Context: an optimization exercise on an open-source flow, tuned for small area. The choices shown serve that exercise and are no tape-out recipe. Function was checked by simulation only, so behaviour that the tests miss may differ from the original. Power figures rest on the tool's default switching activity, not on a simulated workload.

## aws_core
module aws_core (
    input  wire        clk,
    input  wire        rst,           
    input  wire        host_we,
    input  wire [7:0]  host_addr,
    input  wire [31:0] host_wdata,
    output reg  [31:0] host_rdata,
    input  wire [31:0] now,
    input  wire        rx_valid,
    input  wire [7:0]  rx_data,
    output reg         tx_valid,
    output wire [3:0]  tx_len,
    output wire [87:0] tx_frame
);
==> flow/config.mk <==
export PLATFORM = sky130hd
export DESIGN_NAME = aws_core
export DESIGN_NICKNAME = aws_core
export VERILOG_FILES = /design/flow/design.v
export SDC_FILE = /design/flow/constraint.sdc
export NUM_CORES = 4
export LEC_CHECK = 0
export CAP_MARGIN = 20
export CORE_MARGIN = 2
export CORE_UTILIZATION = 50
export SLEW_MARGIN = 20
==> flow/constraint.sdc <==
create_clock -name core_clock -period 25.0 [get_ports {clk}]
set_input_delay 5.0000 -clock core_clock [delete_from_list [all_inputs] [get_ports {clk}]]
set_output_delay 5.0000 -clock core_clock [all_outputs]
set_load 0.01 [all_outputs]
standard.sh (not shown) runs the stock make flow with config.mk's settings and CLKGATE_MAP_FILE= SYNTH_SCRIPT=/design/flow/synth_recipe.tcl, a recipe that flattens the netlist after the stock synthesis.
==> flow/flow/run.sh <==
#!/bin/bash
# Layout flow: the standard ORFS flow, except that
# - synthesis maps the combinational logic with an area-oriented ABC script
#   (flow/abc.script); everything else in synthesis (synth_recipe.tcl:
#   -nofsm -noshare, flatten, register naming) is unchanged, so the
#   registers match the standard synthesis by name and cell type;
# - clock tree synthesis uses small clock buffers and no dummy loads.
set -euo pipefail
W=$(pwd)
rm -rf "$W/scripts_abc"
cp -r "$FLOW_HOME/scripts" "$W/scripts_abc"
cp "$W/flow/abc.script" "$W/scripts_abc/abc_speed.script"
bash "$W/standard.sh" "SCRIPTS_DIR=$W/scripts_abc" synth > "$W/make_synth.log" 2>&1
export BUFFER_PORTS_ARGS="-buffer_cell sky130_fd_sc_hd__buf_1"
export CTS_ARGS="-sink_clustering_enable -repair_clock_nets -dont_use_dummy_load -sink_clustering_size 12 -sink_clustering_max_diameter 40 -sink_clustering_buffer sky130_fd_sc_hd__clkbuf_8 -buf_list {sky130_fd_sc_hd__clkbuf_8 sky130_fd_sc_hd__clkbuf_16}"
bash "$W/standard.sh" finish > "$W/make_finish.log" 2>&1
==> flow/flow/abc.script <==
&get -n
&st
&dc2
&syn2
&dch -f
&nf -R 1000 -p -F 8
&st
&dc2
&dch -f
&nf -R 1000 -p -F 8
&st
&dch -f
&nf -R 1000 -p -F 8
&put
The first run produced a clean layout.
Next try:
--- a/flow/flow/run.sh
+++ b/flow/flow/run.sh
@@ -15 +15 @@
-export CTS_ARGS="-sink_clustering_enable -repair_clock_nets -dont_use_dummy_load -sink_clustering_size 12 -sink_clustering_max_diameter 40 -sink_clustering_buffer sky130_fd_sc_hd__clkbuf_8 -buf_list {sky130_fd_sc_hd__clkbuf_8 sky130_fd_sc_hd__clkbuf_16}"
+export CTS_ARGS="-sink_clustering_enable -repair_clock_nets -dont_use_dummy_load -sink_clustering_size 24 -sink_clustering_max_diameter 60 -buf_list {sky130_fd_sc_hd__clkbuf_4 sky130_fd_sc_hd__clkbuf_8 sky130_fd_sc_hd__clkbuf_16}"
- CAP_MARGIN: 20 -> 5
- SLEW_MARGIN: 20 -> 5
=> With this change the flow finished but failed the layout checks on capacitance limit, slew limit; cell count drops by 0.95%; clock-buffer cell count drops by 58; clock skew climbs by 0.017 ns; routed wire length drops by 0.53%; cell area hardly moves; die area does not change; core utilization drops by 0.17 points; clock power stays flat; global-route usage drops by 0.34 points.
Next try:
- CAP_MARGIN: 5 -> 20
- SLEW_MARGIN: 5 -> 20
What happened: With this change the flow went through all stages and came out clean; die area does not change; wire length stays flat; clock skew falls by 0.023 ns; worst setup slack is worse by 0.0077 ns; via count barely changes.
Next try:
- CORE_UTILIZATION: 50 -> 60
- PLACE_DENSITY: default -> 0.7
After rerunning:
- The new run produced a clean layout
- setup slack gets worse by 0.13 ns
- clock-buffer cell count came out lower by 9
- clock skew is about the same

afterwards: timing with drivers on the ports:
How much do the figures lean on ideal ports? The routed layouts below were timed once more, with nothing changed but the port constraints. Step 1: set_driving_cell puts a clkbuf_16 on clk and a buf_2 on each other input, an assumption about the parent block. Step 2 times the ports against the registers' clock, not the clock port: input delays grow and output delays shrink by t, the midpoint of the rising clock arrivals with the driver on. Slacks: ideal ports / drivers / drivers and shift; pairs: ideal ports / drivers.
run | shift t [ns] | slack for setup (ns) | hold slack, ns
the first run | 0.778 | 5.842 / 5.897 / 5.118 | 0.467 / 0.467 / 0.467
the second run | 0.740 | 5.813 / 5.862 / 5.122 | 0.462 / 0.462 / 0.462
the third run | 0.734 | 5.805 / 5.858 / 5.124 | 0.461 / 0.461 / 0.461
the fourth run | 0.712 | 5.674 / 5.719 / 5.007 | 0.476 / 0.476 / 0.476
The setup slack of the first run, which loses most, moves by +0.055 ns with the drivers and by -0.724 ns with both steps.
